What follows belongs to an exercise in optimizing a design on an open flow for small area; a production flow would make more cautious choices.
At most, simulation tests tie the RTL to the original design; equivalence was not proved.
Power is estimated from default activity; no workload was simulated.

## m1h4_core
module m1h4_core (
    input              clk,
    input              rst,           
    input      [13:0]  ibound,        
    output     [12:0]  imem_addr,
    input      [111:0] imem_rdata,
    output     [12:0]  dmem_raddr,
    input      [31:0]  dmem_rdata,
    output             dmem_we,
    output     [12:0]  dmem_waddr,
    output     [31:0]  dmem_wdata,
    output             out_valid,
    output     [7:0]   out_byte,
    input              in_valid,
    input      [7:0]   in_byte,
    output             in_ready,
    output             stopped,
    output     [1:0]   cause,
    input      [3:0]   dbg_idx,
    output     [31:0]  dbg_data
);
For scale: roughly 1900 cells after synthesis, about 290 I/O pins, roughly 20000 um^2 of cells after synthesis.
==> flow/config.mk <==
export PLATFORM = sky130hd
export DESIGN_NAME = m1h4_core
export DESIGN_NICKNAME = m1h4_core
export VERILOG_FILES = /design/flow/design.v
export SDC_FILE = /design/flow/constraint.sdc
export NUM_CORES = 4
export LEC_CHECK = 0
export CAP_MARGIN = 10
export CORE_MARGIN = 2
export CORE_UTILIZATION = 60
export GPL_TIMING_DRIVEN = 0
export SLEW_MARGIN = 10
==> flow/constraint.sdc <==
create_clock -name core_clock -period 12.0 [get_ports {clk}]
set_input_delay 2.4000 -clock core_clock [delete_from_list [all_inputs] [get_ports {clk}]]
set_output_delay 2.4000 -clock core_clock [all_outputs]
set_load 0.01 [all_outputs]
standard.sh (not shown) runs the stock make flow with config.mk's settings and CLKGATE_MAP_FILE= SYNTH_SCRIPT=/design/flow/synth_recipe.tcl, a recipe that flattens the netlist after the stock synthesis.
==> flow/flow/run.sh <==
#!/bin/bash
# Own flow: the standard synthesis (standard.sh synth), then the combinational
# logic of that netlist re-mapped for area with ABC (deepsyn, then a check by cec) (every register instance is kept
# as it is: same name, same cell), then the standard layout (standard.sh) with
# smaller port buffers and a clock tree of smaller clock buffers.
# Each tool's output goes to a log file of its own in this folder.
set -euo pipefail
W=$PWD
RES=$W/orfs/results/sky130hd/m1h4_core/base
LIB=$FLOW_HOME/platforms/sky130hd/lib/sky130_fd_sc_hd__tt_025C_1v80.lib

export BUFFER_PORTS_ARGS="-buffer_cell sky130_fd_sc_hd__buf_1"
export CTS_ARGS="-sink_clustering_enable -repair_clock_nets -dont_use_dummy_load -buf_list {sky130_fd_sc_hd__clkbuf_8} -sink_clustering_size 16 -sink_clustering_max_diameter 60"

# 1. standard synthesis
bash standard.sh synth > log_1_standard_synth.log 2>&1
cp "$RES/1_2_yosys.v" "$W/standard_1_2_yosys.v"

# 2. area re-mapping of the combinational logic
DU=""
for c in $(grep -o "sky130_fd_sc_hd__lpflow[a-z0-9_]*" "$FLOW_HOME/platforms/sky130hd/config.mk" | sort -u); do
  DU="$DU -dont_use $c"
done
SEQ=$(grep -oE "sky130_fd_sc_hd__[a-z]*df[a-z]*_[0-9]+" "$W/standard_1_2_yosys.v" | sort -u | tr '\n' ' ')
# models of the combinational cells, for the re-mapping to flatten them into gates
yosys -p "read_liberty -ignore_miss_func $LIB; delete $SEQ; write_verilog -noattr $W/comb_cells.v" > log_2_cells.log 2>&1
cat > "$W/resyn.ys" <<EOT
read_liberty -lib $LIB
read_verilog $W/standard_1_2_yosys.v
hierarchy -top $FLOW_TOP
techmap -map $W/comb_cells.v
techmap
opt -fast
abc -showtmp -liberty $LIB $DU -script +strash;&get,-n;&deepsyn,-T,60;&put;&get,-n;&dch,-f;&nf,-R,1000;&put;cec
opt_clean -purge
rename -hide w:_*
opt_clean -purge
hilomap -singleton -hicell sky130_fd_sc_hd__conb_1 HI -locell sky130_fd_sc_hd__conb_1 LO
insbuf -buf sky130_fd_sc_hd__buf_1 A X
opt_clean -purge
stat -liberty $LIB
check -assert -mapped
write_verilog -noattr -nohex -nodec $W/resyn_1_2_yosys.v
EOT
yosys -s "$W/resyn.ys" > log_2_resyn.log 2>&1

# keep the re-mapped netlist only if ABC proved it equivalent to the standard one and it
# has exactly the standard registers
reglist() { grep -oE "^ *sky130_fd_sc_hd__[a-z]*df[a-z]*_[0-9]+ +[^ ]+" "$1" | awk '{print $1, $2}' | sort; }
if grep -q "Networks are equivalent" log_2_resyn.log && \
   [[ "$(reglist "$W/standard_1_2_yosys.v")" == "$(reglist "$W/resyn_1_2_yosys.v")" ]]; then
  cp "$W/resyn_1_2_yosys.v" "$RES/1_2_yosys.v"
  rm -f "$RES/1_synth.odb"
  echo "using the re-mapped netlist" > log_2_choice.log
else
  echo "not proved equivalent or register lists differ; using the standard netlist" > log_2_choice.log
fi

# 3. standard layout
bash standard.sh > log_3_layout.log 2>&1
==> next run, changes <==
--- a/flow/design.v
+++ b/flow/design.v
@@ -115,19 +115,19 @@
             S_X3:  wen = (o_push | o_pop) & (phase == 4'd15) & settled;
             S_PC:  wen = (phase == 4'd14) & settled;
             default: ;
         endcase
     end
     reg  [1:0] sl_n;
     reg        s_r_n, s_v_n, s_m_n, s_t_n, s_in_n;
     reg        q_d_n, q_1_n, q_inv_n, c_in_n;
     reg  [2:0] ksl_n;
-    wire [3:0] st_c = rst ? S_CLEAR : state_n;
+    wire [3:0] st_c = state;
     always @(*) begin
         sl_n = x1_sl;
         case (st_c)
             S_A1:        sl_n = c1_sl;
             S_A2:        sl_n = o_move ? 2'd0 : 2'd2;
             S_X2B, S_PC: sl_n = (st_c == S_PC) ? 2'd0 : 2'd1;
             default: ;
         endcase
         ksl_n = (sl_n == 2'd0) ? k0 : (sl_n == 2'd1) ? k1 : k2;
@@ -176,22 +176,22 @@
                 if (o_jump) begin
                     if (k0 == K_REG) s_r_n = 1'b1; else s_v_n = 1'b1;
                 end else begin
                     s_r_n = 1'b1; q_1_n = 1'b1; c_in_n = o_cond & flag;
                 end
             end
             default: ;
         endcase
     end
-    always @(posedge clk) begin
-        sl <= sl_n;
-        s_r <= s_r_n; s_v <= s_v_n; s_m <= s_m_n; s_t <= s_t_n; s_in <= s_in_n;
-        q_d <= q_d_n; q_1 <= q_1_n; q_inv <= q_inv_n; c_in <= c_in_n;
+    always @(*) begin
+        sl = sl_n;
+        s_r = s_r_n; s_v = s_v_n; s_m = s_m_n; s_t = s_t_n; s_in = s_in_n;
+        q_d = q_d_n; q_1 = q_1_n; q_inv = q_inv_n; c_in = c_in_n;
     end
     reg  [3:0]  rsel;
     wire [3:0]  rpos = stopped_q ? (dbg_idx - phase) : rsel;
     wire [31:0] R    = ring[rpos];
     wire [31:0] S = ({32{s_r}} & R) | ({32{s_v}} & vsl) | ({32{s_m}} & dmem_rdata) |
                     {19'd0, {13{s_t}} & T} | {24'd0, {8{s_in}} & in_byte};
     wire [31:0] Q = (({32{q_d}} & ring[0]) | {31'd0, q_1}) ^ {32{q_inv}};
     wire [15:0] Q1  = (({16{q_d}} & ring[1][15:0]) | {15'd0, q_1}) ^ {16{q_inv}};
     wire [16:0] lo1 = {1'b0, S[15:0]} + {1'b0, Q1} + {16'd0, c_in};
Result: The changed run passed the timing, DRC and antenna checks; final cell count drops by a few percent; total power came out higher by about a fifth; wire length rose slightly; die area goes down by a few percent; first-iteration DRC count rose by about a fifth; setup slack gets better by 0.0096 ns; global-route usage rises by 1.3 points; final area stays flat; utilization goes up by 2.4 points; worst hold slack improves by 0.0061 ns; clock skew went down by 0.0068 ns.
Only the layout flow was run in the second run of this note; the RTL was not checked for function there.

* * *

== before ==
Starting RTL as in the previous note.
==> flow/config.mk <==
export PLATFORM = sky130hd
export DESIGN_NAME = m1h4_core
export DESIGN_NICKNAME = m1h4_core
export VERILOG_FILES = /design/flow/design.v
export SDC_FILE = /design/flow/constraint.sdc
export NUM_CORES = 4
export LEC_CHECK = 0
export CAP_MARGIN = 20
export CORE_MARGIN = 2
export CORE_UTILIZATION = 60
export GPL_TIMING_DRIVEN = 0
export SLEW_MARGIN = 20
==> flow/constraint.sdc <==
create_clock -name core_clock -period 12.0 [get_ports {clk}]
set_input_delay 2.4000 -clock core_clock [delete_from_list [all_inputs] [get_ports {clk}]]
set_output_delay 2.4000 -clock core_clock [all_outputs]
set_load 0.01 [all_outputs]
==> flow/flow/run.sh <==
#!/bin/bash
# Own flow: the standard synthesis (standard.sh synth), then the combinational
# logic of that netlist re-mapped for area with ABC (deepsyn, then a check by cec) (every register instance is kept
# as it is: same name, same cell), then the standard layout (standard.sh) with
# smaller port buffers and a clock tree of smaller clock buffers.
# Each tool's output goes to a log file of its own in this folder.
set -euo pipefail
W=$PWD
RES=$W/orfs/results/sky130hd/m1h4_core/base
LIB=$FLOW_HOME/platforms/sky130hd/lib/sky130_fd_sc_hd__tt_025C_1v80.lib

export BUFFER_PORTS_ARGS="-buffer_cell sky130_fd_sc_hd__buf_1"
export CTS_ARGS="-sink_clustering_enable -repair_clock_nets -dont_use_dummy_load -buf_list {sky130_fd_sc_hd__clkbuf_8} -sink_clustering_size 16 -sink_clustering_max_diameter 60"

# 1. standard synthesis
bash standard.sh synth > log_1_standard_synth.log 2>&1
cp "$RES/1_2_yosys.v" "$W/standard_1_2_yosys.v"

# 2. area re-mapping of the combinational logic
DU=""
for c in $(grep -o "sky130_fd_sc_hd__lpflow[a-z0-9_]*" "$FLOW_HOME/platforms/sky130hd/config.mk" | sort -u); do
  DU="$DU -dont_use $c"
done
SEQ=$(grep -oE "sky130_fd_sc_hd__[a-z]*df[a-z]*_[0-9]+" "$W/standard_1_2_yosys.v" | sort -u | tr '\n' ' ')
# models of the combinational cells, for the re-mapping to flatten them into gates
yosys -p "read_liberty -ignore_miss_func $LIB; delete $SEQ; write_verilog -noattr $W/comb_cells.v" > log_2_cells.log 2>&1
cat > "$W/resyn.ys" <<EOT
read_liberty -lib $LIB
read_verilog $W/standard_1_2_yosys.v
hierarchy -top $FLOW_TOP
techmap -map $W/comb_cells.v
techmap
opt -fast
abc -showtmp -liberty $LIB $DU -script +strash;&get,-n;&deepsyn,-T,60;&put;&get,-n;&dch,-f;&nf,-R,1000;&put;cec
opt_clean -purge
hilomap -singleton -hicell sky130_fd_sc_hd__conb_1 HI -locell sky130_fd_sc_hd__conb_1 LO
insbuf -buf sky130_fd_sc_hd__buf_4 A X
opt_clean -purge
stat -liberty $LIB
check -assert -mapped
write_verilog -noattr -nohex -nodec $W/resyn_1_2_yosys.v
EOT
yosys -s "$W/resyn.ys" > log_2_resyn.log 2>&1

# keep the re-mapped netlist only if ABC proved it equivalent to the standard one and it
# has exactly the standard registers
reglist() { grep -oE "^ *sky130_fd_sc_hd__[a-z]*df[a-z]*_[0-9]+ +[^ ]+" "$1" | awk '{print $1, $2}' | sort; }
if grep -q "Networks are equivalent" log_2_resyn.log && \
   [[ "$(reglist "$W/standard_1_2_yosys.v")" == "$(reglist "$W/resyn_1_2_yosys.v")" ]]; then
  cp "$W/resyn_1_2_yosys.v" "$RES/1_2_yosys.v"
  rm -f "$RES/1_synth.odb"
  echo "using the re-mapped netlist" > log_2_choice.log
else
  echo "not proved equivalent or register lists differ; using the standard netlist" > log_2_choice.log
fi

# 3. standard layout
bash standard.sh > log_3_layout.log 2>&1
--- input diff before..after ---
--- a/flow/design.v
+++ b/flow/design.v
@@ -24,20 +24,18 @@
                      S_A1    = 4'd4,  S_A2    = 4'd5,  S_X0    = 4'd6,  S_X1   = 4'd7,
                      S_X2    = 4'd8,  S_X2B   = 4'd9,  S_X3    = 4'd10, S_PC   = 4'd11,
                      S_HALT  = 4'd15;
     reg  [31:0] ring [0:15];
     reg  [3:0]  phase;
     reg  [3:0]  state;
     reg  [12:0] T;
     reg  [12:0] F;
     reg         flag;
-    reg         settled;                    
-    reg         c16_q;                      
     reg         stopped_q;
     reg  [1:0]  cause_q;
     wire [3:0]  op = imem_rdata[111:108];
     wire [2:0]  k0 = imem_rdata[107:105];
     wire [2:0]  k1 = imem_rdata[104:102];
     wire [2:0]  k2 = imem_rdata[101:99];
     wire [31:0] v0 = imem_rdata[95:64];
     wire [31:0] v1 = imem_rdata[63:32];
     wire [31:0] v2 = imem_rdata[31:0];
@@ -104,22 +102,22 @@
     wire [1:0] x1_sl = o_addsub ? (s2_first ? 2'd2 : 2'd1) :
                        (o_cond | o_write | o_push) ? 2'd0 : 2'd1;
     wire [1:0] c1_sl = (o_jump | o_cond | o_store) ? 2'd0 : 2'd1;
     always @(*) begin
         t_en = 1'b0; wen = 1'b0; chk = 1'b0;
         case (state)
             S_CLEAR: wen = 1'b1;                        
             S_A1, S_A2: begin t_en = 1'b1; chk = 1'b1; end
             S_X1:  t_en = o_read & in_valid;
-            S_X2:  wen = wr_reg & (phase == dst) & settled;
-            S_X2B: wen = (phase == dst) & settled;
-            S_X3:  wen = (o_push | o_pop) & (phase == 4'd15) & settled;
-            S_PC:  wen = (phase == 4'd14) & settled;
+            S_X2:  wen = wr_reg & (phase == dst);
+            S_X2B: wen = (phase == dst);
+            S_X3:  wen = (o_push | o_pop) & (phase == 4'd15);
+            S_PC:  wen = (phase == 4'd14);
             default: ;
         endcase
     end
     reg  [1:0] sl_n;
     reg        s_r_n, s_v_n, s_m_n, s_t_n, s_in_n;
     reg        q_d_n, q_1_n, q_inv_n, c_in_n;
     reg  [2:0] ksl_n;
     wire [3:0] st_c = rst ? S_CLEAR : state_n;
     always @(*) begin
@@ -187,26 +185,19 @@
         s_r <= s_r_n; s_v <= s_v_n; s_m <= s_m_n; s_t <= s_t_n; s_in <= s_in_n;
         q_d <= q_d_n; q_1 <= q_1_n; q_inv <= q_inv_n; c_in <= c_in_n;
     end
     reg  [3:0]  rsel;
     wire [3:0]  rpos = stopped_q ? (dbg_idx - phase) : rsel;
     wire [31:0] R    = ring[rpos];
     wire [31:0] S = ({32{s_r}} & R) | ({32{s_v}} & vsl) | ({32{s_m}} & dmem_rdata) |
                     {19'd0, {13{s_t}} & T} | {24'd0, {8{s_in}} & in_byte};
     wire [31:0] Q = (({32{q_d}} & ring[0]) | {31'd0, q_1}) ^ {32{q_inv}};
-    wire [15:0] Q1  = (({16{q_d}} & ring[1][15:0]) | {15'd0, q_1}) ^ {16{q_inv}};
-    wire [16:0] lo1 = {1'b0, S[15:0]} + {1'b0, Q1} + {16'd0, c_in};
-    wire [16:0] lo  = {1'b0, S[15:0]} + {1'b0, Q[15:0]} + {16'd0, c_in};
-    wire        c16 = c16_q & (q_d | q_1 | q_inv | c_in);   
-    wire [15:0] hi  = S[31:16] + Q[31:16] + {15'd0, c16};
-    wire [31:0] W   = {hi, lo[15:0]};
-    always @(posedge clk)
-        c16_q <= lo1[16];
+    wire [31:0] W = S + Q + {31'd0, c_in};
     wire        pop_chk = o_pop & (state == S_A1);
     wire [14:0] ib_p   = {1'b0, ibound} + {14'd0, pop_chk};
     wire        lt_ib  = (S[31:14] == 18'd0) && ({1'b0, S[13:0]} < ib_p);
     wire        lt_cap = (S[31:13] == 19'd0) || (pop_chk && S == 32'd8192);
     wire        dvalid = !lt_ib && lt_cap;
     integer i;
     always @(posedge clk) begin
         for (i = 0; i < 15; i = i + 1)
             ring[i] <= ring[i + 1];
@@ -251,23 +242,23 @@
                 else if (need_c2)    state_n = S_A2;
                 else                 state_n = S_X0;
             end
             S_A2: begin
                 if (!dvalid) begin stop_n = 1'b1; cause_n = 2'd2; end
                 else         state_n = S_X0;
             end
             S_X0:  state_n = S_X1;
             S_X1:  if (!o_read || in_valid) state_n = S_X2;
-            S_X2:  if (!wr_reg || (phase == dst && settled))
+            S_X2:  if (!wr_reg || phase == dst)
                        state_n = (o_addsub & !one_step) ? S_X2B : S_X3;
-            S_X2B: if (phase == dst && settled) state_n = S_X3;
-            S_X3:  if (!(o_push | o_pop) || (phase == 4'd15 && settled)) state_n = S_PC;
-            S_PC:  if (phase == 4'd14 && settled) state_n = S_FETCH;
+            S_X2B: if (phase == dst) state_n = S_X3;
+            S_X3:  if (!(o_push | o_pop) || phase == 4'd15) state_n = S_PC;
+            S_PC:  if (phase == 4'd14) state_n = S_FETCH;
             default: state_n = S_HALT;
         endcase
         if (stop_n) state_n = S_HALT;
     end
     reg [3:0] ridx_n;
     always @(*) begin
         case (state_n)
             S_FETCH:       ridx_n = 4'd14;
             S_X3:          ridx_n = 4'd15;
@@ -281,19 +272,18 @@
     end
     always @(posedge clk)
         rsel <= ridx_n + ~phase;                  
     always @(posedge clk) begin
         if (rst) begin
             state     <= S_CLEAR;
             stopped_q <= 1'b0;
         end else begin
             state <= state_n;
-            settled <= (state_n == state);
             if (stop_n) begin
                 stopped_q <= 1'b1;
                 cause_q   <= cause_n;
             end
         end
     end
     assign imem_addr  = F;
     assign dmem_raddr = (o_load | o_pop) ? T : vsl[12:0];
     assign dmem_we    = (state == S_X1) & (o_store | o_push | (o_move & (k0 == K_ADDR)));
Notes after the runs:
- after finished all stages; layout check result: FAIL, due to negative setup slack.
- Delta (after minus before): area of the core lower; per-cell routed wire length rose about 3.6%; sequential share of layout area went down by 1.9 points.
- On after: violation count after the first detailed-routing iteration is 314 lower than what before gave.
- Taking after over before, the switching power summed over all nets ratio works out to 0.903.
- Delta (after minus before): total number of sequential cells decreased about 0.35%, non-clock buffer count increased 125.
The RTL of after was laid out without a check of its function.

[afterwards: timing with drivers on the ports]
How much do the figures lean on ideal ports? The routed layouts below were timed once more, with nothing changed but the port constraints.
Step 1, drivers: a clkbuf_16 drives clk and a buf_2 each remaining input, both assumed.
Step 2 adds t to the input delays and takes it off the output delays; t is the mean of the earliest and latest rising clock arrival at the registers after step 1. Input paths then give back, and output paths get back, about the clock's delay inside the block.
Three values: no drivers, after step 1, after step 2; two values: the first two.
run	t (ns)	setup WS [ns]	pins driven straight from the clock port
the first run of note 1	0.607	0.320 / 0.344 / -0.262	1
the second run of note 1	0.639	0.329 / 0.359 / -0.280	1
before	0.639	0.422 / 0.444 / -0.196	1
after	0.637	-1.776 / -1.757 / -2.395	1
With both steps, setup timing fails in the first run of note 1, the second run of note 1 and before, where it was met with ideal ports. The setup slack of after, which loses most, moves by +0.019 ns with the drivers and by -0.619 ns with both steps.
